This is an optimization exercise on Yosys and OpenROAD, whose aim is small area, a short achievable clock period and few clock cycles per item, not a production implementation. At most, simulation tests tie the RTL to the original design; equivalence was not proved. No functional check of the RTL was part of runs 1 and 2. Power and IR drop assume default switching activity.

--- flow/run.sh ---
#!/bin/bash
# The standard layout (standard.sh: the standard synthesis and ORFS
# steps), with the port buffers made of buf_2 cells instead of the delay
# buffers buffer_ports picks by default. make's output goes to
# standard_make.log; each ORFS step keeps its own log under orfs/logs/.
set -euo pipefail
bash standard.sh finish "BUFFER_PORTS_ARGS=-buffer_cell sky130_fd_sc_hd__buf_2" > standard_make.log 2>&1
--- standard.sh ---
#!/bin/bash
# synth_recipe.tcl (not shown) runs the flow's synth.tcl, then flattens the netlist and writes it again
# the make line also repeats each setting of config.mk as NAME=value (left out here)
make -C /OpenROAD-flow-scripts/flow DESIGN_CONFIG=/design/flow/config.mk WORK_HOME=/design/flow/orfs CLKGATE_MAP_FILE= SYNTH_SCRIPT=/design/flow/synth_recipe.tcl "${@:-finish}"
--- config.mk ---
export PLATFORM = sky130hd
export DESIGN_NAME = ssaf_chdec
export DESIGN_NICKNAME = ssaf_chdec
export VERILOG_FILES = /design/flow/design.v
export SDC_FILE = /design/flow/constraint.sdc
export NUM_CORES = 4
export LEC_CHECK = 0
export ABC_CLOCK_PERIOD_IN_PS = 4000
export CAP_MARGIN = 20
export CORE_MARGIN = 2
export CORE_UTILIZATION = 40
export PLACE_DENSITY = 0.6
export SETUP_SLACK_MARGIN = 5
export SLEW_MARGIN = 20
--- constraint.sdc ---
create_clock -name core_clock -period 10.0 [get_ports {clk}]
set_input_delay 2.0000 -clock core_clock [delete_from_list [all_inputs] [get_ports {clk}]]
set_output_delay 2.0000 -clock core_clock [all_outputs]
set_load 0.01 [all_outputs]
--- design.v ---
module ssaf_chdec (
    input  wire        clk,
    input  wire        rst,         
    input  wire        cmd_valid,
    output wire        cmd_ready,
    input  wire [31:0] cmd_s,
    input  wire [31:0] cmd_d,
    input  wire        k_valid,
    output wire        k_ready,
    input  wire [5:0]  k_data,
    input  wire        d_valid,
    output wire        d_ready,
    input  wire [31:0] d_off,
    input  wire [31:0] d_len,
    input  wire        in_valid,
    output wire        in_ready,
    input  wire [31:0] in_data,
    output reg         out_valid,
    input  wire        out_ready,
    output reg  [31:0] out_data,
    output reg         out_last
);
    integer i;
    function [31:0] pand32;
        input [31:0] x;
        integer l, j;
        reg [31:0] r;
        begin
            r = x;
            for (l = 0; l < 5; l = l + 1)
                for (j = 0; j < 32; j = j + 1)
                    if ((j >> l) & 1)
                        r[j] = r[j] & r[((j >> l) << l) - 1];
            pand32 = r;
        end
    endfunction
    function [31:0] inc32;
        input [31:0] x;
        reg [31:0] c;
        begin
            c = pand32(x);
            inc32 = x ^ {c[30:0], 1'b1};
        end
    endfunction
    function [31:0] dec32;
        input [31:0] x;
        reg [31:0] c;
        begin
            c = pand32(~x);
            dec32 = x ^ {c[30:0], 1'b1};
        end
    endfunction
    function [15:0] carries16;
        input [15:0] a, b;
        input        cin;
        integer l, j;
        reg [15:0] g, t;
        begin
            g = a & b;
            t = a ^ b;
            g[0] = g[0] | (t[0] & cin);
            for (l = 0; l < 4; l = l + 1)
                for (j = 0; j < 16; j = j + 1)
                    if ((j >> l) & 1) begin
                        g[j] = g[j] | (t[j] & g[((j >> l) << l) - 1]);
                        t[j] = t[j] & t[((j >> l) << l) - 1];
                    end
            carries16 = g;
        end
    endfunction
    function [15:0] add16;
        input [15:0] a, b;
        input        cin;
        reg [15:0] c;
        begin
            c = carries16(a, b, cin);
            add16 = a ^ b ^ {c[14:0], cin};
        end
    endfunction
    reg        busy;         
    reg        cack;         
    reg        dack;         
    reg [31:0] pos;          
    reg [31:0] d_left;       
    reg        s_end;        
    reg        d_end;        
    reg        in_run;       
    reg [11:0] cidx;         
    reg        q0v, q1v;
    reg [3:0]  q0, q1;
    wire [31:0] pos_inc  = inc32(pos);
    wire [31:0] d_dec    = dec32(d_left);
    wire [31:0] cidx_inc = inc32({20'd0, cidx});
    wire [31:0] rx  = d_off ^ d_len ^ pos_inc;
    wire [31:0] rk  = (d_off & d_len) | ((d_off | d_len) & ~pos_inc);
    wire run_end    = (rx == {rk[30:0], 1'b0});
    wire desc_ok = busy && !d_end && d_valid && !dack;
    wire need_d  = busy && !d_end && !(d_valid && !dack);
    wire zrun    = desc_ok && (in_run || (pos == d_off));
    wire len0    = (d_len == 32'd0);
    wire sq_zero = zrun && !len0;
    wire zskip   = zrun && len0;
    wire sq_lit  = busy && !need_d && !zrun && !s_end;
    wire done    = busy && d_end && s_end;
    wire push    = (sq_zero || sq_lit) && !q1v;
    wire last    = (pos_inc == cmd_s);
    wire [3:0] push_d = {sq_zero, last, (pos[31:1] == 31'd0),
                         sq_lit && (cidx == 12'd0)};
    assign cmd_ready = cack;
    assign d_ready   = dack;
    reg [31:0] wa, wb;
    reg        hsel;
    reg        v0, v1;       
    reg [4:0]  p;
    reg [4:0]  p_f;          
    reg [5:0]  k;
    reg        in_rem;       
    reg        drop;         
    reg        tv;
    reg        t_comp;       
    reg        t_uk;         
    reg        t_r;          
    reg        t_acc;        
    reg [31:0] t_w;          
    reg [4:0]  t_u;          
    reg [4:0]  t_sh;         
    reg        t_first, t_last;
    reg        zv;
    reg        zacc;         
    reg [31:0] z;
    reg        zfirst, zlast;
    reg [15:0] tp;
    wire out_free = !out_valid || out_ready;
    wire zfree    = !zv || out_free;
    wire tfree    = !tv || zfree;
    wire h_zero  = q0[3];
    wire h_last  = q0[2];
    wire h_first = q0[1];
    wire h_newk  = q0[0];
    assign k_ready  = q0v && !h_zero && h_newk && !tv;
    assign in_ready = !v1;
    wire [31:0] w0 = hsel ? wb : wa;
    wire [31:0] w1 = hsel ? wa : wb;
    wire [63:0] B  = {w0, w1};
    wire [46:0] f1 = p_f[4] ? B[47:1]  : B[63:17];
    wire [38:0] f2 = p_f[3] ? f1[38:0] : f1[46:8];
    wire [34:0] f3 = p_f[2] ? f2[34:0] : f2[38:4];
    wire [32:0] f4 = p_f[1] ? f3[32:0] : f3[34:2];
    wire [31:0] W  = p_f[0] ? f4[31:0] : f4[32:1];
    wire [31:0] pmask = {32{1'b1}} << p;          
    wire [31:0] zw    = ~W & (v1 ? 32'hFFFFFFFF : pmask);
    reg [15:0] l1f; reg [15:0] l1q;
    reg [7:0]  l2f; reg [15:0] l2q;
    reg [3:0]  l3f; reg [11:0] l3q;
    reg [1:0]  l4f; reg [7:0]  l4q;
    reg        in_w;
    reg [4:0]  hj;
    always @(*) begin
        for (i = 0; i < 16; i = i + 1) begin
            l1f[i] = zw[2*i+1] | zw[2*i];
            l1q[i] = zw[2*i+1];
        end
        for (i = 0; i < 8; i = i + 1) begin
            l2f[i] = l1f[2*i+1] | l1f[2*i];
            l2q[2*i +: 2] = l1f[2*i+1] ? {1'b1, l1q[2*i+1]} : {1'b0, l1q[2*i]};
        end
        for (i = 0; i < 4; i = i + 1) begin
            l3f[i] = l2f[2*i+1] | l2f[2*i];
            l3q[3*i +: 3] = l2f[2*i+1] ? {1'b1, l2q[4*i+2 +: 2]} : {1'b0, l2q[4*i +: 2]};
        end
        for (i = 0; i < 2; i = i + 1) begin
            l4f[i] = l3f[2*i+1] | l3f[2*i];
            l4q[4*i +: 4] = l3f[2*i+1] ? {1'b1, l3q[6*i+3 +: 3]} : {1'b0, l3q[6*i +: 3]};
        end
        in_w = l4f[1] | l4f[0];
        hj   = l4f[1] ? {1'b1, l4q[7:4]} : {1'b0, l4q[3:0]};
    end
    wire [4:0] u = ~hj;                           
    wire        k32    = k[5];
    wire [15:0] pk     = add16({11'd0, p}, {10'd0, k}, 1'b0);       
    wire [31:0] m_k    = {32{1'b1}} << k;
    wire [31:0] m_pk   = pk[5] ? 32'd0 : ({32{1'b1}} << pk[4:0]);
    wire fit_w  = |(zw & m_k);
    wire fit_e  = v1 || |(zw & m_pk);
    wire sh_f   = !(|(zw & {m_pk[30:0], 1'b0}));
    wire sh_t   = !(|(zw & {pmask[30:0], 1'b0}));
    wire w_all  = v1 || (p == 5'd0);                            
    wire rem_ok = v1 || !pk[5] || (pk[4:0] == 5'd0);              
    wire h_lit   = q0v && !h_zero && !h_newk && v0 && !drop;
    wire go      = tfree && h_lit;
    wire c_full  = go && !in_rem && in_w && fit_w && fit_e;
    wire c_term  = go && !in_rem && in_w && !fit_w;
    wire c_acc   = go && !in_rem && !in_w && w_all;
    wire c_rem   = go && in_rem && rem_ok;
    wire c_zero  = tfree && q0v && h_zero && !drop;
    wire pop     = c_full || c_rem || c_zero || (c_term && (k == 6'd0));
    wire [15:0] pk1  = add16({11'd0, p}, {10'd0, k}, 1'b1);         
    wire [15:0] qk1  = add16({11'd0, pk1[4:0]}, {11'd0, u}, 1'b0);  
    wire [15:0] qp1  = add16({11'd0, p}, {11'd0, u}, 1'b1);         
    reg  [4:0] pn;
    reg        sh1;
    always @(*) begin
        pn  = p;
        sh1 = 1'b0;
        if (c_full) begin
            pn  = qk1[4:0];
            sh1 = sh_f;
        end else if (c_term) begin
            pn  = qp1[4:0];
            sh1 = sh_t;
        end else if (c_acc) begin
            sh1 = 1'b1;
        end else if (c_rem) begin
            pn  = pk[4:0];
            sh1 = pk[5];
        end else if (drop) begin
            pn  = 5'd0;
            sh1 = (p != 5'd0);
        end
    end
    wire fw = in_valid && !v1;
    wire [15:0] shf = add16({11'd0, ~k[4:0]}, {11'h7FF, ~u}, 1'b1);
    wire [4:0]  shr = ~k[4:0] + 5'd1;
    wire [31:0] rraw  = t_w >> t_sh;
    wire [31:0] kmask = ~({32{1'b1}} << k);      
    wire [31:0] k32m  = {kmask[26:0], 5'h1F};    
    wire [31:0] uk    = {27'd0, t_u} << k;
    wire [31:0] base  = zacc ? z : 32'd0;
    wire [31:0] zsum  = base | (t_uk ? uk : 32'd0) | (t_r ? (rraw & kmask) : 32'd0);
    wire [31:0] zinc  = inc32(base | k32m);       
    wire        take  = tv && zfree;
    wire [31:0] e   = (z >> 1) ^ {32{z[0]}};
    wire [15:0] tm  = zfirst ? 16'd0 : tp;
    wire [15:0] ysum = add16(tp, e[15:0], 1'b0);
    wire [15:0] pa  = {tm[14:0], 1'b0};
    wire [15:0] pb  = {e[14:0], 1'b0};
    wire [15:0] pc  = ~out_data[15:0];
    wire [15:0] ps  = pa ^ pb ^ pc;
    wire [15:0] pcy = (pa & pb) | (pa & pc) | (pb & pc);
    wire [15:0] tnext = add16(ps, {pcy[14:0], 1'b1}, 1'b0);
    always @(posedge clk)
        p_f <= pn;
    always @(posedge clk) begin
        if (rst) begin
            busy      <= 1'b0;
            cack      <= 1'b0;
            dack      <= 1'b0;
            in_run    <= 1'b0;
            q0v       <= 1'b0;
            q1v       <= 1'b0;
            v0        <= 1'b0;
            v1        <= 1'b0;
            hsel      <= 1'b0;
            p         <= 5'd0;
            in_rem    <= 1'b0;
            drop      <= 1'b0;
            tv        <= 1'b0;
            zv        <= 1'b0;
            zacc      <= 1'b0;
            out_valid <= 1'b0;
        end else begin
            cack <= 1'b0;
            dack <= 1'b0;
            if (cmd_valid && !busy && !cack) begin
                busy   <= 1'b1;
                pos    <= 32'd0;
                d_left <= cmd_d;
                cidx   <= 12'd0;
                s_end  <= (cmd_s == 32'd0);
                d_end  <= (cmd_d == 32'd0);
                in_run <= 1'b0;
            end
            if (done) begin
                busy <= 1'b0;
                cack <= 1'b1;
            end
            if (zskip || (push && sq_zero && run_end)) begin
                dack  <= 1'b1;
                d_left <= d_dec;
                d_end  <= (d_left == 32'd1);
            end
            if (push) begin
                pos   <= pos_inc;
                s_end <= last;
                if (sq_lit)
                    cidx <= cidx_inc[11:0];
                if (sq_zero)
                    in_run <= !run_end;
            end
            if (!q1v)
                q1 <= push_d;
            if (pop) begin
                q0v <= q1v || push;
                q0  <= q1v ? q1 : push_d;
                q1v <= 1'b0;
            end else begin
                if (!q0v)
                    q0 <= push_d;
                q0v <= q0v || push;
                q1v <= q1v || (q0v && push);
                if (k_valid && k_ready)
                    q0[0] <= 1'b0;
            end
            if (k_valid && k_ready)
                k <= k_data;
            drop <= pop && h_last;
            p    <= pn;
            v0   <= sh1 ? (v1 || fw) : (v0 || fw);
            v1   <= !sh1 && (v1 || (fw && v0));
            hsel <= hsel ^ sh1;
            if (fw && (v0 == hsel))
                wa <= in_data;
            if (fw && (v0 != hsel))
                wb <= in_data;
            if (c_term && (k != 6'd0))
                in_rem <= 1'b1;
            else if (c_rem)
                in_rem <= 1'b0;
            if (take)
                tv <= 1'b0;
            if (tfree) begin
                t_w     <= W;
                t_u     <= u;
                t_sh    <= in_rem ? shr : shf[4:0];
                t_first <= h_first;
                t_last  <= h_last;
            end
            if (c_full || c_term || c_acc || c_rem || c_zero) begin
                tv     <= 1'b1;
                t_comp <= pop;
                t_uk   <= c_full || c_term;
                t_r    <= c_full || c_rem;
                t_acc  <= c_acc;
            end
            if (zv && out_free)
                zv <= 1'b0;
            if (take) begin
                z      <= t_acc ? zinc : zsum;
                zv     <= t_comp;
                zacc   <= !t_comp;
                zfirst <= t_first;
                zlast  <= t_last;
            end
            if (out_valid && out_ready)
                out_valid <= 1'b0;
            if (zv && out_free) begin
                out_valid <= 1'b1;
                out_last  <= zlast;
                tp        <= tnext;
                out_data  <= zfirst ? e : {{16{ysum[15]}}, ysum};
            end
        end
    end
endmodule
==> run notes, run 1 <==
* Run status: no timing/DRC/antenna violations
* Simple-gate area share of the yosys netlist at a little under a fifth
* Worst-margin pin slew at approximately 1.2 ns
* Residual DRC at 0
* Critical path class: reg2reg
* R2r startpoint: p_f[4]
* Die Span Y at 267 µm
* Final Max Slew Viols at 0
* Inst Count DP at between 4000 and 5000
* Period minus WS final at around 5.7 ns
* Synth top area share at between 30% and 40%
* VDD IR max at 0.107 mV
* Placer Congestion at 1.04
* H-Tree Depth at 2
* Number of synthesized flops with an enable pin at 287
* Synthesized flop and latch total at 312
* Max-cap viol count at 0
* CTS Buffer Depth at 3
* Max-slew headroom at the worst pin at 18.8%
* Hold path cells at 0
* Syn Area/Cell at 9.15 µm²
* Max incr delay on CP at 0.64 ns
* # IOs at about 210
* RSZ-0062 raised after global routing: yes
* Post-synthesis cell area at 27700 µm²
* Area growth syn-to-layout at 17.8%
* XOR/XNOR share of the synthesized area at 7.17%
* Mux share of post-synthesis cell area at between 10% and 20%
* Fin. Hold Viols at 0
* Path type of the worst min-delay path: reg2reg
* Die ar. at roughly 70000 µm²
* Number of diodes at 0
* Final Cycle Share at between 50 and 60%
* Setup TNS at 0 ns
* Total grt overflow at 0
* Critical Path AT at 6.22 ns
* YS warnings at 1
* Vias per cell at 6.22
* Hpwl dp at 81300 µm
* Final setup viols at 0
* F_max at 175 MHz
* Largest net degree at the start of global routing at 62
* Worst flop-to-flop path endpoint: p[2]
* Worst-path fanout max at 6
* Clock share of power at 39.6%
* CORE AREA at between 60000 and 70000 µm²
* Worst reg2reg setup slack at 4.29 ns
* Skew final at 0.0259 ns
* Initial DRC Count at 3018
* Internal power at 2650 µW
* Leakage at 0.0122 µW
* Largest family of logic cells by synthesized area: simple AND/OR/NAND/NOR gates
* Antenna viol nets, final at 0
* CTS tree: built
* Final Non-Filler Cells at 4214
* # port buffers at 210
* FP Rows at between 90 and 100
* Layout cells sized above 1 at approximately a fifth
* Routed wire per std cell at 25.6 µm
* Number of buffers created by CTS at 40
* Combinational power share at 19.6%
* Final Hold Slack at 0.425 ns
* Startpoint types: register
* Post-Syn Nets at 3330
* Detailed-route via count at 26200
* PwrDens at 115 nW/µm²
* Synth Area in Compound Gates at 17.4%
* Synth Area in Adders at 7.52%
* Die X at 267 µm
* Fin nets at 3554
* Reg power frac at 40.8%
* Gr usage total at 29.5%
* Sw power at 1100 µW
* Vias in the first global route at 24900
* Worst Path Required at 10.50 ns
* Root Driver: clkbuf_16
* Cell variety after synth at roughly 110
* HP Start: t_first
* Synth async-reset ratio at 0%
* Clock tree sinks at between 300 and 400
* Clock-pin slew on the worst setup and hold paths at around 0.06 ns
* Seq/Total Area, Yosys at 32.9%
* Most frequent cell after synthesis: edfxtp_1
* Slowest CP cell: a222oi_1
* Synth area leader: edfxtp_1
* Routed WL at 108000 µm
* Worst Hold Path EP: zfirst
* Critical-path cell list: buf_16 -> mux2i_4 -> a222oi_1 -> a21oi_1 -> o41a_1 -> nor2_4 -> o2111ai_4 -> or3_4 -> o311a_4 -> o311ai_4 -> a211oi_2 -> o311a_1 -> or2_4 -> fa_2 -> buf_4 -> fa_2 -> mux2_4 -> mux2i_4 -> and2_1
* Drt first pass iters at 6
* Antenna violations before repair at 0
* Mapped Cells at 3029
* First-pass GRT wire length at 159000 µm
* Primary FF master, synth: edfxtp_1
* Synth area leaders: edfxtp_1 (31%), mux2i_1 (4.6%), fa_1 (4.5%), xor2_1 (3.7%), nor2_1 (3.7%)
* Clk Latency, worst-skew pair at 0.57 ns
* Switching Share at 29.2%
* Setup crit end kind: register
* Pre-CTS setup slack at 3.01 ns
* Initial core utilization at 40.4%
* Final setup margin at 4.29 ns
* Most frequent cells after synthesis: edfxtp_1 (287), nor2_1 (271), nand2_1 (249)
* R2R depth at 19
flip-flops by register name, indices dropped and copies added (netlist names), 5 cells and up:
signal and cells:
tp 16, p_f 5, t_u 5, t_sh 5, out_data 32, cidx 12
z 32, wa 32, p 5, t_w 32, pos 32, d_left 32
k 6, wb 32
logic make-up (layout without fill, tap and decap cells):
| family | Yosys count | after routing |
|---|---|---|
| multiplexers | 230 | 230 |
| adder cells (fa/ha/maj) | 129 | 129 |
| flip-flops | 312 | 312 |
| AO/OA/AOI/OAI | 717 | 717 |
| AND/OR/NAND/NOR | 1051 | 1052 |
| buffers and inverters | 363 | 616 |
| XOR/XNOR | 227 | 227 |
worst max-delay path: cells and delay by family, from the launching register on:
kind	cells	cell delay, ns
compound gates	8	2.60
fa+ha+maj	2	0.77
buf+inv	2	0.30
flops	1	0.40
mux	3	0.63
simple gates	4	0.94
power by group through the flow:
stage          logic [µW]  clock network, µW  registers [µW]
2_1_floorplan         425                  0            1530
4_1_cts               690               1520            1530
5_1_grt               775               1560            1530
6_report              734               1480            1530
3_5_place_dp          660                  0            1560
3_3_place_gp          661                  0            1560
layer usage:
layer / up-vias / routed length [µm] / GRT usage (%)
li1: 11700 / - / -
met1: 12800 / 45400 / 39.7
met2: 1382 / 48400 / 46.5
met3: 325 / 8340 / 4.75
met4: 0 / 5710 / 13.3
met5: - / 0 / 0
what timing repair did:
action                     4_1_cts  5_1_grt
setup endpoints to repair      145      130
cloned                           5        1
hold buffers                     0        0
resized for setup              102       79
buffers inserted                56       30
pin swaps                       22       30
stage by stage:
stage	util, %	power (µW)	area [µm²]
global route	47.6	3870	32700
CTS	46.7	3730	32000
finish	47.6	3750	32700
global placement	43.2	2220	29600
floorplan	-	1960	27800
detailed placement	43.2	2210	29600
layout by cell type, fill, tap and decap left out, drive strengths merged, types with 21 or more instances in the layout:
master / count
buf: 352
edfxtp: 287
nor2: 272
nand2: 250
a21oi: 187
inv: 181
o21ai: 138
mux2i: 129
xor2: 118
xnor2: 109
nand3: 97
nor3: 73
ha: 65
fa: 63
nor4: 63
nand4: 57
mux2: 57
clkbuf: 52
mux4: 44
o22ai: 44
and2: 42
a22oi: 37
and3: 35
nor2b: 33
a21o: 27
nand3b: 25
a211oi: 25
dfxtp: 25
or2: 24
nand2b: 23
o31ai: 22
a31oi: 21
or3: 21
final cells by class:
type / instances / area [µm²]
Clock buffer: 50 / 1040
Clock inverter: 22 / 284
Fill cell: 6660 / 35900
Inverter: 186 / 709
Multi-Input combinational cell: 2355 / 17900
Sequential cell: 312 / 9140
Tap cell: 931 / 1160
Timing Repair Buffer: 358 / 2440
how the worst max path moves through the flow:
stage | startpoint | to | slack (ns)
final | p_f[4] | p[2] | 4.29
after CTS | p_f[4] | p[4] | 4.39
after global routing | p_f[4] | p[2] | 4.20
after detailed placement | p_f[4] | p_f[4] | 3.01
after floorplan | p_f[4] | p[4] | 4.76
after global placement | p_f[4] | p_f[4] | 3.00
==> inputs of run 2 (changes only) <==
==> flow/run.sh (replaced) <==
#!/bin/bash
# The standard layout (standard.sh: the standard synthesis and ORFS
# steps), with the port buffers made of buf_2 cells instead of the delay
# buffers buffer_ports picks by default, and timing repair asked for 5.5 ns
# of setup slack. make's output goes to standard_make.log; each ORFS step
# keeps its own log under orfs/logs/.
set -euo pipefail
bash standard.sh finish "BUFFER_PORTS_ARGS=-buffer_cell sky130_fd_sc_hd__buf_2" \
    SETUP_SLACK_MARGIN=5.5 > standard_make.log 2>&1
--- a/config.mk
+++ b/config.mk
@@ -5,10 +5,9 @@
 export SDC_FILE = /design/flow/constraint.sdc
 export NUM_CORES = 4
 export LEC_CHECK = 0
-export ABC_CLOCK_PERIOD_IN_PS = 4000
+export ABC_AREA = 1
 export CAP_MARGIN = 20
 export CORE_MARGIN = 2
 export CORE_UTILIZATION = 40
 export PLACE_DENSITY = 0.6
-export SETUP_SLACK_MARGIN = 5
 export SLEW_MARGIN = 20
==> run 2 against run 1 <==
Effect of this change: power decreased by 1.2%; hold slack improved by 0.010 ns; routed wire length shrank 17%; maximum frequency up 21%; synthesized area fell by 6.4%; still clean; clock power barely moved; first-iteration DRC count shrank 14%.
==> run notes, run 2 <==
* Run status: no timing/DRC/antenna violations
* Most frequent cell after synthesis: nand2_1
* # port buffers at 210
* Antenna violations before repair at 6
* Number of buffers created by CTS at 39
* Worst-path fanout max at 6
* Delay-heaviest family, CP: simple AND/OR/NAND/NOR gates
* Clock tree sinks at 312
* Final Non-Filler Cells at 4631
* Clk Latency, worst-skew pair at 0.57 ns
* Final setup viols at 0
* Area growth syn-to-layout at 17.1%
* Die Span Y at 259 µm
* Number of synthesized flops with an enable pin at 287
* Vias in the first global route at 23700
* YS warnings at 1
* Total grt overflow at 0
* Max-slew headroom at the worst pin at between 30% and 40%
* PwrDens at 122 nW/µm²
* Slowest CP cell: or4_4
* Post-synthesis cell area at 25900 µm²
* Synthesized flop and latch total at 312
* Buf/Inv on CP at 2
* Max-cap viol count at 0
* Most frequent cells after synthesis: nand2_1 (924), nand3_1 (514), inv_1 (414)
* Die ar. at 66900 µm²
* Leakage at 0.0135 µW
* Period minus WS final at 4.72 ns
* Initial DRC Count at 2590
* RSZ-0062 raised after global routing: yes
* Primary FF master, synth: edfxtp_1
* Worst-margin pin slew at 0.934 ns
* FF/Latch Area at ~9000 µm²
* Filler instances at 6512
* Routed wire per std cell at 19.3 µm
* Detailed-route via count at 25300
* Root Driver: clkbuf_16
* FP Rows at 93
* Skew final at 0.0198 ns
* Max incr delay on CP at 0.45 ns
* First-pass GRT wire length at 135000 µm
* Vias per cell at 5.47
* Mapped Cells at 3529
* # IOs at 211
* Commonest non-fill, non-tap cell in the layout: nand2_1
* Layout cells sized above 1 at 16.0%
* Clock-pin slew on the worst setup and hold paths at 0.06 ns
* Routed WL at 89400 µm
* Inst Count DP at 4483
* Hpwl dp at 66800 µm
* Synth top area share at 33.2%
* Setup TNS at 0 ns
* Path type of the worst min-delay path: reg2reg
* Critical-path cell list: ha_2 -> nand3_2 -> nor2_4 -> nand2_2 -> nor2_4 -> nand4_2 -> or2_4 -> nor2_4 -> nand2_2 -> nor2_4 -> ha_4 -> xnor2_4 -> inv_2 -> fa_2 -> xnor2_1 -> a211oi_2 -> o2111ai_2 -> or4_4 -> nor2_4 -> nand3_2 -> o21ai_4 -> nand3_4 -> a21oi_4 -> buf_6
* VDD IR max at 0.0821 mV
* Final Cycle Share at a little under half
* Drt first pass iters at 5
* Syn Area/Cell at 7.35 µm²
* Synth area leader: edfxtp_1
* Antenna viol nets, final at 0
* Setup crit end kind: register
* CORE AREA at 64200 µm²
* Worst Path Required at 10.28 ns
* Area of the multi-input gates at approximately 15000 µm²
* Synth area leaders: edfxtp_1 (33%), nand2_1 (13%), nand3_1 (9.9%), inv_1 (6.0%), fa_1 (4.9%)
* Critical path class: reg2reg
* Fin nets at 4046
* Largest net degree at the start of global routing at 65
* Most frequent cells in the layout: nand2_1 (877), nand3_1 (492), inv_1 (405)
* Synth async-reset ratio at 0%
* Critical Path AT at 5.00 ns
* Cell variety after synth at between 70 and 80
* Fin. Hold Viols at 0
* Placer Congestion at 1.01
* CTS Buffer Depth at 3
* Seq/Total Area, Yosys at 35.2%
* Final Max Slew Viols at 0
* Startpoint types: register
* Final setup margin at 5.28 ns
* Die X at between 200 and 300 µm
* CTS tree: built
* Post-Syn Nets at 3830
* Most frequent cell on the critical path: nor2_4
* F_max at ~210 MHz
* Initial core utilization at 40.4%
* Residual DRC at 0
* Gr usage total at 25.9%
* Pre-CTS setup slack at 3.19 ns
* H-Tree Depth at 2
-- run 2: changes by cell type after synthesis, moves of 78 or more --
cell,delta
mux2i_1,-118
a21oi_1,-79
o21ai_0,+78
nand2_1,+675
inv_1,+237
nand3_1,+418
-- run 2: kinds of logic after synthesis --
group / count (synthesis) / share of synthesized area, %
simple gates: 1930 / 33.2
buf+inv: 572 / 9.00
compound gates: 438 / 9.61
flops: 312 / 35.2
xor+xnor: 139 / 4.69
fa+ha+maj: 128 / 8.00
mux: 10 / 0.386
-- run 2: final timing paths --
path	startpoint	to	slack, ns	cells after the start
worst max-delay path	pos[0]	d_left[10]	5.28	24
worst min-delay path	zlast	out_last	0.44	0
worst max register to register	pos[0]	d_left[10]	5.28	24
worst min register to register	zlast	out_last	0.44	0
-- run 2: what timing repair did --
| action | in CTS | in global routing |
|---|---|---|
| hold buffers | 0 | 0 |
| gates cloned | 10 | 4 |
| pin swaps | 21 | 28 |
| setup buffers | 35 | 27 |
| resized for setup | 83 | 113 |
| endpoints found under the setup margin | 139 | 177 |
-- run 2: layout make-up --
| type | instances | share of cell area, % |
|---|---|---|
| Antenna cell | 2 | 0.0165 |
| Clock buffer | 51 | 3.46 |
| Clock inverter | 19 | 0.816 |
| Inverter | 434 | 5.59 |
| Multi-Input combinational cell | 2650 | 50.0 |
| Sequential cell | 312 | 30.1 |
| Tap cell | 855 | 3.52 |
| Timing Repair Buffer | 304 | 6.41 |
| Timing Repair inverter | 4 | 0.115 |
-- run 2: power by group --
part	switching, µW	leakage, µW	internal [µW]
Combinational	482	0.00999	243
Clock	578	0.000632	875
Sequential	40.7	0.00291	1480
-- run 2: per-layer routing --
layer,track usage (%),vias to the layer above,part of all wire (%)
met5,0,-,0.050
met1,35.4,11800,44
met2,40.0,1019,44
met4,11.1,8,4.6
li1,-,12300,-
met3,4.99,207,7.6
-- run 2: worst reg2reg max path, cell delays in order (launching register included) --
cell and delay (ns):
edfxtp_1 0.37, ha_2 0.20, nand3_2 0.10, nor2_4 0.12, nand2_2 0.08, nor2_4 0.14
nand4_2 0.10, or2_4 0.26, nor2_4 0.09, nand2_2 0.08, nor2_4 0.15, ha_4 0.18
xnor2_4 0.14, inv_2 0.06, fa_2 0.33, xnor2_1 0.14, a211oi_2 0.25, o2111ai_2 0.16
or4_4 0.45, nor2_4 0.13, nand3_2 0.11, o21ai_4 0.21, nand3_4 0.17, a21oi_4 0.27
buf_6 0.17
-- run 2: per-stage QoR --
step / power, µW / instance area [µm²] / util (%) / hold slack [ns]
6_report: 3700 / 30400 / 47.3 / 0.435
4_1_cts: 3700 / 29700 / 46.2 / 0.436
5_1_grt: 3870 / 30400 / 47.3 / 0.444
3_3_place_gp: 2220 / 27600 / 43.0 / 0.407
3_5_place_dp: 2220 / 27600 / 43.0 / 0.416
2_1_floorplan: 1980 / 26000 / - / 0.400
==> inputs of run 3 (changes only) <==
--- a/design.v
+++ b/design.v
@@ -108,9 +108,8 @@
                          sq_lit && (cidx == 12'd0)};
     assign cmd_ready = cack;
     assign d_ready   = dack;
-    reg [31:0] wa, wb;
-    reg        hsel;
-    reg        v0, v1;       
+    reg [31:0] w0, w1;       
+    reg        v0, v1;
     reg [4:0]  p;
     reg [4:0]  p_f;          
     reg [5:0]  k;
@@ -129,7 +128,7 @@
     reg        zacc;         
     reg [31:0] z;
     reg        zfirst, zlast;
-    reg [15:0] tp;
+    reg [15:0] y2;
     wire out_free = !out_valid || out_ready;
     wire zfree    = !zv || out_free;
     wire tfree    = !tv || zfree;
@@ -139,8 +138,6 @@
     wire h_newk  = q0[0];
     assign k_ready  = q0v && !h_zero && h_newk && !tv;
     assign in_ready = !v1;
-    wire [31:0] w0 = hsel ? wb : wa;
-    wire [31:0] w1 = hsel ? wa : wb;
     wire [63:0] B  = {w0, w1};
     wire [46:0] f1 = p_f[4] ? B[47:1]  : B[63:17];
     wire [38:0] f2 = p_f[3] ? f1[38:0] : f1[46:8];
@@ -230,14 +227,12 @@
     wire [31:0] zinc  = inc32(base | k32m);       
     wire        take  = tv && zfree;
     wire [31:0] e   = (z >> 1) ^ {32{z[0]}};
-    wire [15:0] tm  = zfirst ? 16'd0 : tp;
-    wire [15:0] ysum = add16(tp, e[15:0], 1'b0);
-    wire [15:0] pa  = {tm[14:0], 1'b0};
-    wire [15:0] pb  = {e[14:0], 1'b0};
-    wire [15:0] pc  = ~out_data[15:0];
+    wire [15:0] pa  = {out_data[14:0], 1'b0};
+    wire [15:0] pb  = ~y2;
+    wire [15:0] pc  = e[15:0];
     wire [15:0] ps  = pa ^ pb ^ pc;
     wire [15:0] pcy = (pa & pb) | (pa & pc) | (pb & pc);
-    wire [15:0] tnext = add16(ps, {pcy[14:0], 1'b1}, 1'b0);
+    wire [15:0] ysum = add16(ps, {pcy[14:0], 1'b1}, 1'b0);
     always @(posedge clk)
         p_f <= pn;
     always @(posedge clk) begin
@@ -250,7 +245,6 @@
             q1v       <= 1'b0;
             v0        <= 1'b0;
             v1        <= 1'b0;
-            hsel      <= 1'b0;
             p         <= 5'd0;
             in_rem    <= 1'b0;
             drop      <= 1'b0;
@@ -274,8 +268,9 @@
                 busy <= 1'b0;
                 cack <= 1'b1;
             end
-            if (zskip || (push && sq_zero && run_end)) begin
-                dack  <= 1'b1;
+            if (zskip || (push && sq_zero && run_end))
+                dack <= 1'b1;
+            if (dack) begin
                 d_left <= d_dec;
                 d_end  <= (d_left == 32'd1);
             end
@@ -307,11 +302,12 @@
             p    <= pn;
             v0   <= sh1 ? (v1 || fw) : (v0 || fw);
             v1   <= !sh1 && (v1 || (fw && v0));
-            hsel <= hsel ^ sh1;
-            if (fw && (v0 == hsel))
-                wa <= in_data;
-            if (fw && (v0 != hsel))
-                wb <= in_data;
+            if (fw)
+                w1 <= in_data;
+            if (sh1)
+                w0 <= v1 ? w1 : in_data;
+            else if (!v0)
+                w0 <= in_data;
             if (c_term && (k != 6'd0))
                 in_rem <= 1'b1;
             else if (c_rem)
@@ -346,7 +342,7 @@
             if (zv && out_free) begin
                 out_valid <= 1'b1;
                 out_last  <= zlast;
-                tp        <= tnext;
+                y2        <= out_data[15:0];
                 out_data  <= zfirst ? e : {{16{ysum[15]}}, ysum};
             end
         end
--- a/config.mk
+++ b/config.mk
@@ -8,6 +8,6 @@
 export ABC_AREA = 1
 export CAP_MARGIN = 20
 export CORE_MARGIN = 2
-export CORE_UTILIZATION = 40
-export PLACE_DENSITY = 0.6
+export CORE_UTILIZATION = 50
+export PLACE_DENSITY = 0.65
 export SLEW_MARGIN = 20
==> run 3 against run 2 <==
Effect of this change: non-clock buffer count down 14; maximum frequency rose by 9.0%; sequential cell count down 1; combinational power up 14%; sequential power barely moved; critical endpoint is now w0[7]; global-route usage is 8.5 points higher; clock power is 6% lower.
==> run notes, run 3 <==
* Run status: no timing/DRC/antenna violations
* Worst-margin pin slew at 1.11 ns
* Mapped Cells at roughly 3300
* Initial DRC Count at 2927
* Total power draw at 3720 µW
* Antenna viol nets, final at 0
* Max-cap viol count at 0
* Number of synthesized flops with an enable pin at 287
* Most frequent cell after synthesis: nand2_1
* Setup TNS at 0 ns
* Met2 usage at 52.9%
* Most frequent cells after synthesis: nand2_1 (858), nand3_1 (404), inv_1 (375)
* Most frequent cells in the layout: nand2_1 (845), inv_1 (367), edfxtp_1 (287)
* Skew final at about 0.018 ns
* Vias per cell at 6.01
* Final Util at between 60 and 70%
* Delay-heaviest family, CP: simple AND/OR/NAND/NOR gates
* Critical-path cell list: nor2_2 -> inv_1 -> a21oi_1 -> nand4_1 -> nand2_1 -> nor2_1 -> nand2_1 -> nor2_1 -> nand2_1 -> nand3_4 -> nand3_4 -> nand2_2 -> a21oi_4 -> buf_12
* VDD IR max at 0.132 mV
* Busiest grt layer: met2
* Vias in the first global route at about 23000
* # port buffers at between 200 and 250
* M1 GR Usage at 47.9%
* # IOs at about 210
* Die ar. at 51200 µm²
* RSZ-0062 raised after global routing: yes
* Placed Area at 26200 µm²
* Final setup viols at 0
* Critical Path AT at 4.60 ns
* Clock-pin slew on the worst setup and hold paths at 0.07 ns
* YS warnings at 1
* Hpwl dp at 69600 µm
* CTS Buffer Depth at 3
* Path type of the worst min-delay path: reg2reg
* PwrDens at 127 nW/µm²
* Fin nets at 3807
* Number of buffers created by CTS at 36
* Met3 Usage GRT at 6.61%
* Clk Latency, worst-skew pair at 0.56 ns
* Filler instances at 4530
* Synthesized flop and latch total at 311
* Hold Buf Count CTS at 0
* Layout cells sized above 1 at roughly 17%
* Die X at 226 µm
* Placer Congestion at about 1.1
* Final Cycle Share at 43.3%
* Post-synthesis cell area at between 20000 and 25000 µm²
* Max incr delay on CP at 0.73 ns
* Residual DRC at 0
* Initial core utilization at 50.5%
* Routed wire per std cell at 21.6 µm
* Final Max Slew Viols at 0
* Drt first pass iters at 6
* Largest net degree at the start of global routing at 50
* F_max at 231 MHz
* Critical path class: reg2reg
* Slowest CP cell: a21oi_1
* H-Tree Depth at 2
* FF/Latch Area at slightly above 9000 µm²
* Worst-path fanout max at 16
* Synth area leader: edfxtp_1
* Commonest non-fill, non-tap cell in the layout: nand2_1
* Root Driver: clkbuf_16
* Routed WL at around 90000 µm
* Max-slew headroom at the worst pin at 25.0%
* Buf/Inv on CP at 2
* FP Rows at 81
* Antenna violations before repair at 2
* Detailed-route via count at 25300
* Area of the multi-input gates at 14900 µm²
* Leakage at 0.0128 µW
* Area growth syn-to-layout at 19.0%
* Total grt overflow at 0
* Die Span Y at 226 µm
* Post-Syn Nets at 3602
* Post-route cell area at 29400 µm²
* Gr usage total at ~34%
* Synth top area share at about a third
* CORE AREA at 48800 µm²
* Clock tree sinks at approximately 310
* Seq/Total Area, Yosys at 36.9%
* Final Hold Slack at 0.415 ns
* Synth area leaders: edfxtp_1 (35%), nand2_1 (13%), nand3_1 (8.2%), inv_1 (5.7%), fa_1 (4.9%)
* Setup crit end kind: register
* Period minus WS final at 4.33 ns
* CTS tree: built
* Cell variety after synth at 62
* Synth async-reset ratio at 0%
* Primary FF master, synth: edfxtp_1
* Startpoint types: register
* Most frequent cell on the critical path: nand2_1
* First-pass GRT wire length at approximately 130000 µm
* Syn Area/Cell at 7.44 µm²
* Worst Path Required at 10.27 ns
* Fin. Hold Viols at 0
## run 3: cell types whose count changed after synthesis, moves of 17 or more
cell     change
nand3_1    -110
nor2_1      +17
nand4_1     +41
inv_1       -39
a31oi_1     +36
nand2_1     -66
## run 3: power breakdown
part	leakage (µW)	switching, µW	internal, µW
Combinational	0.00936	560	264
Clock	0.000578	566	797
Sequential	0.00290	50.0	1490
Total	0.0128	1180	2550
## run 3: what timing repair did
action                     CTS  global route
setup buffers               19            33
setup endpoints to repair  132           159
hold endpoints to repair     0             0
pin swaps                    6            21
resized for setup           74           235
gates cloned                 5             6
## run 3: final timing paths
| path | from | end | slack [ns] | cells past startpoint |
|---|---|---|---|---|
| setup / recovery | k[5] | w0[7] | 5.67 | 14 |
| hold / removal | zlast | out_last | 0.42 | 0 |
| setup reg to reg | k[5] | w0[7] | 5.67 | 14 |
| hold reg to reg | zlast | out_last | 0.42 | 0 |
## run 3: layer usage
| metal | up-vias | share of wire (%) |
|---|---|---|
| li1 | 11700 | - |
| met4 | 2 | 4.4 |
| met2 | 1427 | 44 |
| met1 | 12000 | 42 |
| met5 | - | 0.012 |
| met3 | 209 | 9.5 |
## run 3: cells by family (layout without fill, tap and decap cells)
group	after synthesis	count (layout)	share of synthesized area, %
other	0	1	0
muxes	13	13	0.542
buffers and inverters	517	744	8.29
DFF	311	311	36.9
AOI/OAI and AO/OA	443	444	10.2
xor gates and xnor gates	136	136	4.86
adders and majority gates	111	111	7.45
and+or+nand+nor	1787	1790	31.8
## run 3: worst register-to-register path, cell delays in order (launching register included)
cell	delay, ns
edfxtp_1	0.60
nor2_2	0.70
inv_1	0.30
a21oi_1	0.73
nand4_1	0.21
nand2_1	0.11
nor2_1	0.05
nand2_1	0.14
nor2_1	0.06
nand2_1	0.24
nand3_4	0.19
nand3_4	0.18
nand2_2	0.16
a21oi_4	0.20
buf_12	0.18
## run 3: layout make-up
type / instances / area share (%)
Clock inverter: 19 / 0.771
Inverter: 387 / 5.23
Sequential cell: 311 / 31.0
Tap cell: 664 / 2.83
Antenna cell: 1 / 0.00852
Clock buffer: 45 / 3.29
Multi-Input combinational cell: 2494 / 50.6
Timing Repair Buffer: 290 / 6.20
Timing Repair inverter: 3 / 0.0767
## run 3: stage by stage
step	instances	setup WS [ns]
final	4214	5.67
after global routing	4214	5.47
after CTS	4174	5.46
after detailed placement	4086	4.15
after global placement	4086	3.94
after floorplan	3318	5.54
Testbench counts of run 3, summed over its fixed seeds: cycles 100,927, items 100,391.
==> inputs of run 4 (changes only) <==
--- a/config.mk
+++ b/config.mk
@@ -8,6 +8,6 @@
 export ABC_AREA = 1
 export CAP_MARGIN = 20
 export CORE_MARGIN = 2
-export CORE_UTILIZATION = 50
-export PLACE_DENSITY = 0.65
+export CORE_UTILIZATION = 40
+export PLACE_DENSITY = 0.6
 export SLEW_MARGIN = 20
==> run 4 against run 3 <==
Effect of this change: still clean; sequential power is essentially flat; hold slack gained 0.0084 ns; clock skew grew 0.00084 ns; synthesized cell count is the same; non-clock buffer count shrank 2; die area grew 25%; clock-buffer cell count grew 12; sequential cell count is the same; cell area shrank 1.7%; synthesized area is the same; largest cell class unchanged.
==> run notes, run 4 <==
* H-Tree Depth at 2
* Synthesized flop and latch total at between 300 and 400
* Routed WL at between 90000 and 100000 µm
* R2r startpoint: p_f[3]
* Worst-path fanout max at 39
* Area of the multi-input gates at 14200 µm²
* Die ar. at roughly 64000 µm²
* Commonest non-fill, non-tap cell in the layout: nand2_1
* Clock-pin slew on the worst setup and hold paths at ~0.060 ns
* Period minus WS final at around 4.4 ns
* Root Driver: clkbuf_16
* Number of synthesized flops with an enable pin at approximately 290
* Critical Path AT at about 4.7 ns
* Hold Buf Count CTS at 0
* Final Cycle Share at 44.1%
* HP Start: zlast
* Clk Latency, worst-skew pair at 0.58 ns
* Leakage at 0.0127 µW
* Synth top area share at 34.9%
* Worst Setup SP: p_f[3]
* Slowest CP cell: dfxtp_2
* RSZ-0062 raised after global routing: yes
* Mapped Cells at 3318
* Hpwl dp at 69400 µm
* Final Max Slew Viols at 0
* Post-synthesis cell area at 24700 µm²
* Area growth syn-to-layout at 17.0%
* Skew final at 0.0193 ns
* Inst Count DP at ~4200
* Critical-path cell list: buf_12 -> inv_8 -> nand3_1 -> nand3_1 -> nand3_2 -> nand3_2 -> nand3_2 -> nand2_1 -> nor2_1 -> nand2_2 -> inv_1 -> nand3_1 -> o21ai_1 -> nand2_1 -> nand2_2 -> ha_1 -> inv_1 -> fa_1 -> fa_1 -> xor2_1 -> nand2_1 -> o21ai_0
* Clock tree sinks at 311
* Drt first pass iters at 6
* Filler instances at 6175
* Final Util at 47.0%
* # port buffers at 210
* Cell variety after synth at 62
* FP Rows at approximately 90
* Setup crit end kind: register
* Residual DRC at 0
* Initial core utilization at between 40% and 50%
* Number of buffers created by CTS at 38
* F_max at 227 MHz
* Die Span Y at approximately 250 µm
* Final Non-Filler Cells at 4340
* Primary FF master, synth: edfxtp_1
* Routed wire per std cell at 20.9 µm
* Total power draw at 3710 µW
* Path type of the worst min-delay path: reg2reg
* Most frequent cells in the layout: nand2_1 (851), inv_1 (366), nand3_1 (332)
* Synth area leader: edfxtp_1
* CORE AREA at 61400 µm²
* Most frequent cells after synthesis: nand2_1 (858), nand3_1 (404), inv_1 (375)
* Max incr delay on CP at between 0.4 and 0.5 ns
* Worst Path Required at around 10 ns
* Total grt overflow at 0
* Fin. Hold Viols at 0
* Antenna violations before repair at 8
* Buf/Inv on CP at 4
* Setup TNS at 0 ns
* Critical path class: reg2reg
* Final setup viols at 0
* Startpoint types: register
* Delay-heaviest family, CP: simple AND/OR/NAND/NOR gates
* Placer Congestion at 1.02
* Vias in the first global route at 22700
* Syn Area/Cell at between 7 and 8 µm²
* Largest net degree at the start of global routing at 50
* VDD IR max at 0.110 mV
* Gr usage total at 27.7%
* FF/Latch Area at between 9000 and 10000 µm²
* Max-slew headroom at the worst pin at about 30%
* Seq/Total Area, Yosys at a little under two fifths
* Max-cap viol count at 0
* PwrDens at 129 nW/µm²
* Fin nets at 3803
* CTS Buffer Depth at 3
* Most frequent cell after synthesis: nand2_1
* Worst-margin pin slew at 1.05 ns
* Detailed-route via count at 24500
* Antenna viol nets, final at 0
* YS warnings at 1
* Layout cells sized above 1 at between 10% and 20%
* First-pass GRT wire length at 135000 µm
* Synth async-reset ratio at 0%
* Die X at 252 µm
* # IOs at 211
* Final setup margin at approximately 5.6 ns
* Vias per cell at roughly 5.6
* Post-Syn Nets at 3602
* Pre-CTS setup slack at 4.48 ns
* CTS tree: built
* Run status: no timing/DRC/antenna violations
* Initial DRC Count at between 2000 and 3000
* Synth area leaders: edfxtp_1 (35%), nand2_1 (13%), nand3_1 (8.2%), inv_1 (5.7%), fa_1 (4.9%)
run 4: cell types whose count changed in the layout (fill, tap and decap cells not counted), moves of 6 or more:
| cell | before | now |
|---|---|---|
| nand2_1 | 845 | 851 |
| nand2_2 | 15 | 9 |
| nand3_1 | 254 | 332 |
| nand3_2 | 118 | 69 |
| nand3_4 | 41 | 11 |
run 4: worst paths after layout:
kind	end	slack [ns]	cells after the start
setup reg to reg	t_sh[3]	5.59	22
setup / recovery	t_sh[3]	5.59	22
hold reg to reg	out_last	0.42	0
hold / removal	out_last	0.42	0
run 4: layout make-up:
cell class                      instances  area share [%]
Antenna cell                            1         0.00867
Clock buffer                           57            3.86
Clock inverter                         13           0.451
Inverter                              387            5.29
Multi-Input combinational cell       2492            49.1
Sequential cell                       311            31.6
Tap cell                              790            3.42
Timing Repair Buffer                  288            6.30
Timing Repair inverter                  1          0.0260
run 4: cell families (layout without fill, tap and decap cells):
| family | after synthesis | after routing | share of synthesized area (%) |
|---|---|---|---|
| simple gates | 1787 | 1789 | 31.8 |
| buf+inv | 517 | 746 | 8.29 |
| compound gates | 443 | 443 | 10.2 |
| flops | 311 | 311 | 36.9 |
| xor+xnor | 136 | 136 | 4.86 |
| fa+ha+maj | 111 | 111 | 7.45 |
| mux | 13 | 13 | 0.542 |
| other cells | 0 | 1 | 0 |
run 4: stage by stage:
stage	cell area [µm²]	hold WS (ns)
after floorplan	24700	0.400
after global placement	26400	0.407
after detailed placement	26400	0.406
after CTS	28000	0.416
after global routing	28900	0.437
final	28900	0.424
run 4: timing repair:
action,4_1_cts,5_1_grt
gates cloned,3,4
setup endpoints to repair,132,156
pin swaps,4,14
setup buffers,25,22
gates resized for setup,53,126
run 4: routing by layer:
layer  vias up  GRT usage, %  routed length, µm
met5         -             0                 96
met4        14          11.2               4120
met3       205          5.21               7600
met2      1135          42.9              40100
met1     11500          38.0              38600
li1      11700             -                  -
run 4: where the power goes:
part | total, µW | switching, µW | internal (µW)
logic | 776 | 522 | 253
clock network | 1400 | 577 | 824
registers | 1540 | 48.4 | 1490
run 4: worst register-to-register path, delay by kind of cell (launching register included):
kind                     cells  cell delay, ns
AO/OA/AOI/OAI                2            0.26
XOR/XNOR                     1            0.15
adder cells (fa/ha/maj)      3            0.97
buffers and inverters        4            0.56
flip-flops                   1            0.43
AND/OR/NAND/NOR             12            1.74
==> inputs of run 5 (changes only) <==
==> flow/run.sh (replaced) <==
#!/bin/bash
# The standard layout (standard.sh: the standard synthesis and ORFS
# steps), with the port buffers made of buf_2 cells instead of the delay
# buffers buffer_ports picks by default, and timing repair asked for 6 ns
# of setup slack. make's output goes to standard_make.log; each ORFS step
# keeps its own log under orfs/logs/.
set -euo pipefail
bash standard.sh finish "BUFFER_PORTS_ARGS=-buffer_cell sky130_fd_sc_hd__buf_2" \
    SETUP_SLACK_MARGIN=6 > standard_make.log 2>&1
==> run 5 against run 4 <==
Effect of this change: still clean on timing, DRC and antenna; synthesized area did not move; utilization rose by 7.4 points; die area did not move; sequential share of layout area fell by 4.2 points; power rose by 3.8%; highest routed layer unchanged.
==> run notes, run 5 <==
* Run status: no timing/DRC/antenna violations
* XOR/XNOR share of the synthesized area at 4.86%
* Cell variety after synth at between 60 and 70
* Setup TNS at 0 ns
* Initial DRC Count at 2844
* HP Start: t_first
* YS warnings at 1
* Synth Area in Compound Gates at 10.2%
* Seq/Total Area, Yosys at 36.9%
* RSZ-0062 raised after global routing: yes
* Number of synthesized flops with an enable pin at 287
* Worst Setup SP: k[3]
* Area growth syn-to-layout at 35.3%
* FP Rows at 91
* Mapped Cells at about 3300
* Total grt overflow at 0
* Filler instances at 5613
* Synth async-reset ratio at 0%
* R2r startpoint: k[3]
* Critical path class: reg2reg
* Skew final at 0.0313 ns
* Die ar. at 63700 µm²
* Post-synthesis cell area at 24700 µm²
* Final Max Slew Viols at 0
* Clock tree sinks at 311
* Synth top area share at 34.9%
* # port buffers at 210
* PwrDens at roughly 120 nW/µm²
* Max-slew headroom at the worst pin at around 21%
* Gr usage total at around 29%
* Most frequent cells in the layout: nand2_1 (786), inv_1 (348), edfxtp_1 (287)
* Die Span Y at 252 µm
* Startpoint types: register
* F_max at 235 MHz
* Synth Area in Adders at 7.45%
* Max-cap viol count at 0
* Worst Path Required at 10.28 ns
* CTS Buffer Depth at 3
* Final Util at 54.4%
* CTS tree: built
* Fin nets at 3926
* Largest family of logic cells by synthesized area: simple AND/OR/NAND/NOR gates
* H-Tree Depth at 2
* Mux share of post-synthesis cell area at 0.542%
* Vias per cell at 5.80
* Setup crit end kind: register
* Commonest non-fill, non-tap cell in the layout: nand2_1
* Synth area leaders: edfxtp_1 (35%), nand2_1 (13%), nand3_1 (8.2%), inv_1 (5.7%), fa_1 (4.9%)
* Most frequent cells after synthesis: nand2_1 (858), nand3_1 (404), inv_1 (375)
* Clk Latency, worst-skew pair at 0.58 ns
* Drt first pass iters at 8
* Clock-pin slew on the worst setup and hold paths at 0.06 ns
* VDD IR max at roughly 0.13 mV
* Layout cells sized above 1 at 27.4%
* Worst-margin pin slew at around 1.1 ns
* Vias in the first global route at 23700
* Detailed-route via count at 25900
* Post-Syn Nets at 3602
* Simple-gate area share of the yosys netlist at 31.8%
* Residual DRC at 0
* Placer Congestion at 1.05
* Routed WL at 98500 µm
* First-pass GRT wire length at 141000 µm
* Syn Area/Cell at 7.44 µm²
* Hpwl dp at 69600 µm
* Leakage at 0.0141 µW
* Fin. Hold Viols at 0
* Root Driver: clkbuf_16
* Antenna viol nets, final at 0
* Primary FF master, synth: edfxtp_1
* Period minus WS final at about 4.3 ns
* Initial core utilization at 40.2%
* Number of buffers created by CTS at 38
* Most frequent cell after synthesis: nand2_1
* Worst-path fanout max at 8
* Routed wire per std cell at 22.1 µm
* Largest net degree at the start of global routing at 50
* Final Cycle Share at a little over two fifths
* Synth area leader: edfxtp_1
* Path type of the worst min-delay path: reg2reg
* # IOs at about 210
* Critical Path AT at 4.54 ns
* CORE AREA at 61400 µm²
* Synthesized flop and latch total at 311
* Antenna violations before repair at 7
* Die X at ~250 µm
* Final setup viols at 0
[run 5: cell counts after synthesis]
No cell type changed its count.
[run 5: report_power, final]
group          internal, µW  switching (µW)
logic                   342             628
clock network           774             572
registers              1490            52.7
total                  2600            1250
[run 5: routing by layer]
metal	track usage (%)	vias up	part of all wire [%]
li1	-	11900	-
met1	38.1	12100	40
met2	45.2	1396	45
met3	6.04	388	9.0
met4	11.7	10	5.5
met5	0	-	0.069
[run 5: critical path, stage by stage (launching register included)]
cell	delay [ns]
edfxtp_1	0.44
buf_12	0.16
ha_4	0.28
nand2_2	0.06
o21a_1	0.21
fa_2	0.40
xor2_4	0.19
inv_4	0.12
nor2_4	0.06
nor2_4	0.22
buf_6	0.14
nand2_2	0.06
nand4_1	0.13
o21ai_1	0.11
nor2_1	0.17
nand2_1	0.08
nor2_2	0.15
nand2_2	0.12
nand4_1	0.16
buf_12	0.16
nand2_8	0.05
a21oi_4	0.16
buf_12	0.16
clkbuf_16	0.17
[run 5: final timing paths]
path | slack [ns] | cells after the start | to
setup / recovery | 5.74 | 23 | w0[17]
hold / removal | 0.42 | 0 | zfirst
setup reg to reg | 5.74 | 23 | w0[17]
hold reg to reg | 0.42 | 0 | zfirst
[run 5: cell type report]
type	count	area (µm²)	area share (%)
inverters	387	1580	4.72
multi-input cells	2492	17300	51.8
repair buffers	403	3090	9.24
clock buffers	47	1020	3.04
clock inverters	22	163	0.487
diodes	1	2.50	0.00749
repair inverters	9	133	0.397
well taps	790	988	2.96
flip-flops and latches	311	9120	27.3
[run 5: kinds of logic after synthesis]
logic type      count (synthesis)
compound gates                443
xor+xnor                      136
fa+ha+maj                     111
buf+inv                       517
flops                         311
mux                            13
simple gates                 1787
[run 5: per-stage QoR]
step                      setup WS (ns)  cell area, µm²  hold WS, ns  power, µW  std cells
after global placement             4.30           26400        0.415       2290       4214
after CTS                          6.00           29700        0.422       3700       4359
final                              5.74           33400        0.416       3860       4462
after global routing               5.70           33400        0.433       4000       4461
after detailed placement           4.47           26500        0.408       2280       4215
after floorplan                    5.84           24800        0.400       2010       3318
[run 5: timing repair]
| item | in CTS | in global routing |
|---|---|---|
| hold buffers | 0 | 0 |
| gates cloned | 13 | 13 |
| gates resized for setup | 297 | 521 |
| hold endpoints to repair | 0 | 0 |
| pin swaps | 42 | 127 |
| setup buffers | 62 | 88 |
| endpoints found under the setup margin | 178 | 179 |
==> inputs of run 6 (changes only) <==
==> flow/run.sh (replaced) <==
#!/bin/bash
# The standard layout (standard.sh: the standard synthesis and ORFS
# steps), with the port buffers made of buf_2 cells instead of the delay
# buffers buffer_ports picks by default, and timing repair asked for 5.75 ns
# of setup slack. make's output goes to standard_make.log; each ORFS step
# keeps its own log under orfs/logs/.
set -euo pipefail
bash standard.sh finish "BUFFER_PORTS_ARGS=-buffer_cell sky130_fd_sc_hd__buf_2" \
    SETUP_SLACK_MARGIN=5.75 > standard_make.log 2>&1
==> run 6 against run 5 <==
Effect of this change: power decreased by 3.1%; synthesized area stayed put; clock power about the same; sequential share of layout area grew 2.7 points; utilization fell by 4.8 points; sequential cell count unchanged; sequential power about the same; maximum frequency grew 3.3%.
==> run notes, run 6 <==
* Run status: no timing/DRC/antenna violations
* VDD IR max at 0.105 mV
* Vias in the first global route at about 23000
* Post-Syn Nets at 3602
* Worst-margin pin slew at ~1.1 ns
* Path type of the worst min-delay path: reg2reg
* Routed wire per std cell at 21.1 µm
* Critical Path AT at ~4.6 ns
* Die X at 252 µm
* Buf/Inv on CP at 5
* Final Hold Slack at 0.418 ns
* Cell variety after synth at 62
* # IOs at 211
* Die ar. at 63700 µm²
* Number of buffers created by CTS at 38
* Worst Setup SP: p_f[4]
* CORE AREA at 61400 µm²
* Most frequent cells in the layout: nand2_1 (834), inv_1 (361), edfxtp_1 (287)
* Clock-pin slew on the worst setup and hold paths at roughly 0.060 ns
* RSZ-0062 raised after global routing: no
* Clock tree sinks at 311
* Final setup margin at 5.88 ns
* Residual DRC at 0
* Synth area leader: edfxtp_1
* First-pass GRT wire length at about 140000 µm
* F_max at approximately 240 MHz
* Most frequent cell after synthesis: nand2_1
* Commonest non-fill, non-tap cell in the layout: nand2_1
* Initial core utilization at 40.2%
* R2r startpoint: p_f[4]
* Largest net degree at the start of global routing at 50
* Layout cells sized above 1 at roughly 21%
* Area growth syn-to-layout at 23.3%
* Period minus WS final at 4.12 ns
* Detailed-route via count at between 20000 and 25000
* Primary FF master, synth: edfxtp_1
* Antenna viol nets, final at 0
* Sw power at 1190 µW
* CTS Buffer Depth at 3
* Final Cycle Share at 41.2%
* Clock share of power at between 30% and 40%
* Vias per cell at 5.69
* Synth async-reset ratio at 0%
* Hold Buf Count CTS at 0
* Switching Share at a little under a third
* # port buffers at 210
* H-Tree Depth at 2
* Synth area leaders: edfxtp_1 (35%), nand2_1 (13%), nand3_1 (8.2%), inv_1 (5.7%), fa_1 (4.9%)
* Drt first pass iters at 8
* Max incr delay on CP at slightly above 0.4 ns
* Critical path class: reg2reg
* Post-synthesis cell area at 24700 µm²
* Worst Path Required at 10.44 ns
* Internal power at 2550 µW
* Max-cap viol count at 0
* Filler instances at 6062
* Number of synthesized flops with an enable pin at 287
* Critical-path cell list: buf_12 -> clkbuf_16 -> nand2_1 -> nand3_2 -> nand3_1 -> nand3_1 -> nand3_1 -> nand3_1 -> inv_1 -> o21ai_0 -> nand2_1 -> nand3_1 -> o21ai_2 -> nand2_1 -> nand2_2 -> inv_1 -> ha_1 -> inv_1 -> fa_2 -> fa_1 -> xnor2_1 -> o21ai_0 -> mux2i_1 -> nor2_1
* CTS tree: built
* Setup TNS at 0 ns
* Syn Area/Cell at around 7.4 µm²
* Synthesized flop and latch total at 311
* HP Start: t_first
* Synth top area share at 34.9%
* Setup crit end kind: register
* Routed WL at 92400 µm
* Final setup viols at 0
* Clk Latency, worst-skew pair at 0.59 ns
* Pre-CTS setup slack at between 4 and 5 ns
* Placer Congestion at roughly 1.0
* Antenna violations before repair at 7
* Root Driver: clkbuf_16
* Mapped Cells at between 3000 and 4000
* Max-slew headroom at the worst pin at between 20% and 30%
* FP Rows at 91
* YS warnings at 1
* Leakage at 0.0132 µW
* Final Max Slew Viols at 0
* Fin nets at around 3800
* Startpoint types: register
* Most frequent cells after synthesis: nand2_1 (858), nand3_1 (404), inv_1 (375)
* Initial DRC Count at around 2600
* Slowest CP cell: dfxtp_4
* Hpwl dp at 69400 µm
* Combinational power share at 22.2%
* Total grt overflow at 0
* Placed Area at approximately 26000 µm²
* PwrDens at 123 nW/µm²
* Gr usage total at 28.0%
* Post-route cell area at 30400 µm²
* Die Span Y at around 250 µm
* Worst-path fanout max at 7
* Seq/Total Area, Yosys at 36.9%
* Fin. Hold Viols at 0
* Most frequent cell on the critical path: nand3_1
* Reg power frac at 41.1%
* Delay-heaviest family, CP: simple AND/OR/NAND/NOR gates
* Skew final at between 0.02 and 0.03 ns
==> run 6: cell counts after synthesis <==
Identical to the previous run, type by type.
==> run 6: layout make-up <==
type	count	area, µm²	share of cell area (%)
diodes	2	5.00	0.0164
flip-flops and latches	311	9120	30.0
repair inverters	3	31.3	0.103
inverters	387	1540	5.07
clock buffers	49	1020	3.36
repair buffers	315	2170	7.15
clock inverters	21	175	0.576
well taps	790	988	3.25
multi-input cells	2493	15400	50.5
==> run 6: per-stage QoR <==
| step | util, % | instances | power, µW |
|---|---|---|---|
| 5_1_grt | 49.6 | 4369 | 3890 |
| 2_1_floorplan | - | 3318 | 2010 |
| 6_report | 49.6 | 4371 | 3740 |
| 4_1_cts | 46.5 | 4320 | 3680 |
| 3_3_place_gp | 43.0 | 4212 | 2280 |
| 3_5_place_dp | 43.0 | 4213 | 2270 |
==> run 6: worst paths after layout <==
| path | cells past startpoint | slack (ns) | end |
|---|---|---|---|
| worst min register to register | 0 | 0.42 | zfirst |
| worst max register to register | 24 | 5.88 | p[3] |
| worst min-delay path | 0 | 0.42 | zfirst |
| worst max-delay path | 24 | 5.88 | p[3] |
==> run 6: what timing repair did <==
action                     CTS  global route
gates cloned                 7             6
buffers inserted            30            43
setup endpoints to repair  158           148
gates resized for setup    133           299
pin swaps                   14            46
hold endpoints to repair     0             0
==> run 6: power by group through the flow <==
stage | Sequential, µW | Combinational, µW | Clock [µW]
2_1_floorplan | 1540 | 470 | 0
3_3_place_gp | 1560 | 716 | 0
3_5_place_dp | 1560 | 710 | 0
4_1_cts | 1540 | 746 | 1390
5_1_grt | 1540 | 907 | 1440
6_report | 1540 | 832 | 1370
==> run 6: kinds of logic (layout without fill, tap and decap cells) <==
group                      count (synthesis)  after routing  synth area share, %
AOI/OAI and AO/OA                        443            444                 10.2
other                                      0              2                    0
DFF                                      311            311                 36.9
muxes                                     13             13                0.542
adders and majority gates                111            111                 7.45
buffers and inverters                    517            775                 8.29
and+or+nand+nor                         1787           1789                 31.8
xor gates and xnor gates                 136            136                 4.86
==> run 6: metal layers <==
metal / global-route usage, % / part of all wire [%]
met1: 38.2 / 43
met2: 44.0 / 45
met3: 5.12 / 8.3
met4: 10.8 / 4.4
met5: 0 / 0.056
==> inputs of run 7 (changes only) <==
--- a/config.mk
+++ b/config.mk
@@ -9,5 +9,6 @@
 export CAP_MARGIN = 20
 export CORE_MARGIN = 2
 export CORE_UTILIZATION = 40
+export CTS_BUF_LIST = sky130_fd_sc_hd__clkbuf_4
 export PLACE_DENSITY = 0.6
 export SLEW_MARGIN = 20
==> run 7 against run 6 <==
Effect of this change: still clean; sequential power about the same; worst setup slack got worse by 0.11 ns; power is 3.6% lower; cell area is 0.68% lower; critical path depth fell by 9; global-route usage increased by 0.29 points; sequential share of layout area is 0.20 points higher; maximum frequency shrank 2.7%; via count increased by 1.3%; combinational power fell by 1%; die area unchanged; clock-buffer cell count increased by 82; largest power group unchanged; highest routed layer unchanged.
==> run notes, run 7 <==
* Placed Area at 26400 µm²
* Simple-gate area share of the yosys netlist at roughly a third
* Number of buffers created by CTS at 90
* Hpwl dp at 69400 µm
* Mux share of post-synthesis cell area at 0.542%
* Synth top area share at 34.9%
* Gr usage total at ~28%
* Run status: no timing/DRC/antenna violations
* Most frequent cells after synthesis: nand2_1 (858), nand3_1 (404), inv_1 (375)
* Initial DRC Count at 2821
* Worst reg2reg setup slack at 5.76 ns
* Largest net degree at the start of global routing at 50
* Number of synthesized flops with an enable pin at 287
* Commonest non-fill, non-tap cell in the layout: nand2_1
* Critical path class: reg2reg
* Initial core utilization at 40.2%
* Path type of the worst min-delay path: reg2reg
* Routed WL at 93000 µm
* # IOs at 211
* Post-Syn Nets at 3602
* Setup TNS at 0 ns
* Seq/Total Area, Yosys at 36.9%
* Worst flop-to-flop path endpoint: w0[9]
* YS warnings at 1
* Final Hold Slack at roughly 0.37 ns
* # port buffers at 210
* Synth Area in Adders at 7.45%
* Vias in the first global route at 23300
* Sw power at around 1200 µW
* Final Max Slew Viols at 0
* FP Rows at 91
* Synth area leaders: edfxtp_1 (35%), nand2_1 (13%), nand3_1 (8.2%), inv_1 (5.7%), fa_1 (4.9%)
* Total grt overflow at 0
* Clock tree sinks at 311
* Die Span Y at roughly 250 µm
* Reg power frac at 42.7%
* Synthesized flop and latch total at between 300 and 400
* CP Capture Point: w0[9]
* Detailed-route via count at 25200
* R2R depth at 15
* Internal power at 2390 µW
* Antenna violations before repair at 8
* Antenna viol nets, final at 0
* F_max at 236 MHz
* CTS tree: built
* RSZ-0062 raised after global routing: yes
* Mapped Cells at 3318
* Switching Share at 33.6%
* Placer Congestion at about 1.0
* Combinational power share at between 20 and 25%
* CTS Buffer Depth at 3
* Synth async-reset ratio at 0%
* Synth Area in Compound Gates at 10.2%
* Most frequent cell after synthesis: nand2_1
* Clock-pin slew on the worst setup and hold paths at 0.06 ns
* VDD IR max at 0.0824 mV
* Post-synthesis cell area at 24700 µm²
* Post-route cell area at a little over 30000 µm²
* Period minus WS final at 4.24 ns
* Fin. Hold Viols at 0
* Max-cap viol count at 0
* Final Non-Filler Cells at 4472
* PwrDens at around 120 nW/µm²
* Worst Path Required at ~11 ns
* Worst Setup SP: k[4]
* Worst-path fanout max at 8
* Critical Path AT at 4.75 ns
* Syn Area/Cell at 7.44 µm²
* Startpoint types: register
* Vias per cell at 5.64
* Clock share of power at ~35%
* Root Driver: clkbuf_4
* Synth area leader: edfxtp_1
* Routed wire per std cell at approximately 21 µm
* Fin nets at 3893
* Leakage at 0.0133 µW
* First-pass GRT wire length at 138000 µm
* Die X at 252 µm
* Primary FF master, synth: edfxtp_1
* H-Tree Depth at 3
* Drt first pass iters at 6
* Inst Count DP at 4213
* Layout cells sized above 1 at 22.0%
* Cell variety after synth at between 60 and 70
* Most frequent cells in the layout: nand2_1 (843), inv_1 (362), edfxtp_1 (287)
* CORE AREA at 61400 µm²
* Max-slew headroom at the worst pin at 27.4%
* Skew final at 0.0971 ns
* Residual DRC at 0
* Worst-margin pin slew at between 1 and 1.5 ns
* Clk Latency, worst-skew pair at 0.89 ns
* R2r startpoint: k[4]
* Area growth syn-to-layout at 22.5%
* Largest family of logic cells by synthesized area: simple AND/OR/NAND/NOR gates
* XOR/XNOR share of the synthesized area at 4.86%
* Final setup viols at 0
* Final Cycle Share at 42.4%
* Setup crit end kind: register
* Die ar. at 63700 µm²
run 7: cell counts after synthesis:
No cell type changed its count.
run 7: worst min path at each step:
stage | start | end | slack, ns | depth (start not counted)
2_1_floorplan | zlast | out_last | 0.40 | 0
3_3_place_gp | zlast | out_last | 0.42 | 0
3_5_place_dp | t_first | zfirst | 0.43 | 0
4_1_cts | t_first | zfirst | 0.35 | 0
5_1_grt | t_first | zfirst | 0.35 | 0
6_report | t_first | zfirst | 0.37 | 0
run 7: layer usage:
metal / GRT usage (%) / share of wire (%) / vias up / wire (µm)
met2: 43.7 / 45 / 1296 / 41400
met5: 0 / 0.073 / - / 68
met4: 12.3 / 4.5 / 10 / 4150
met1: 38.3 / 42 / 11700 / 39500
met3: 5.80 / 8.5 / 252 / 7920
li1: - / - / 11900 / -
run 7: power groups by stage:
stage	registers (µW)	logic [µW]	clock network, µW
floorplan	1540	470	0
global placement	1560	716	0
detailed placement	1560	710	0
CTS	1540	745	1280
global route	1540	896	1340
finish	1540	820	1250
run 7: area by class of cell:
cell class                 instances  area [µm²]
inverter                         387        1550
timing repair buffer             321        2220
fill                            6136       31100
timing repair inverter             3        21.3
clock buffer                     131         983
multi-input combinational       2495       15200
antenna                            4        10.0
clock inverter                    30         165
sequential                       311        9120
tap                              790         988
run 7: critical path: stages (launching register included):
cell and delay (ns):
edfxtp_1 0.51, clkinv_1 0.37, o21ai_0 0.81, inv_1 0.10, nand4_1 0.13, nand2_1 0.05
nor2_1 0.15, nand2_1 0.11, nor2_1 0.29, nand2_1 0.25, nor2_4 0.27, nand2_1 0.14
nand3_4 0.12, nand2_4 0.09, a21oi_4 0.29, buf_12 0.18
run 7: kinds of logic (layout without fill, tap and decap cells):
| logic type | count (synthesis) | in the layout |
|---|---|---|
| AOI/OAI and AO/OA | 443 | 444 |
| xor gates and xnor gates | 136 | 136 |
| adders and majority gates | 111 | 111 |
| buffers and inverters | 517 | 872 |
| DFF | 311 | 311 |
| muxes | 13 | 13 |
| other | 0 | 4 |
| and+or+nand+nor | 1787 | 1791 |
run 7: per-stage QoR:
step / util, % / power, µW / setup slack [ns]
finish: 49.3 / 3600 / 5.76
global route: 49.2 / 3780 / 5.68
CTS: 46.4 / 3560 / 5.75
detailed placement: 43.0 / 2270 / 4.24
global placement: 43.0 / 2280 / 4.16
floorplan: - / 2010 / 5.78
run 7: repair_timing:
| action | CTS | global route |
|---|---|---|
| setup endpoints to repair | 137 | 142 |
| setup buffers | 32 | 46 |
| hold buffers | 0 | 0 |
| cloned | 8 | 8 |
| pin swaps | 12 | 39 |
| resized for setup | 124 | 276 |
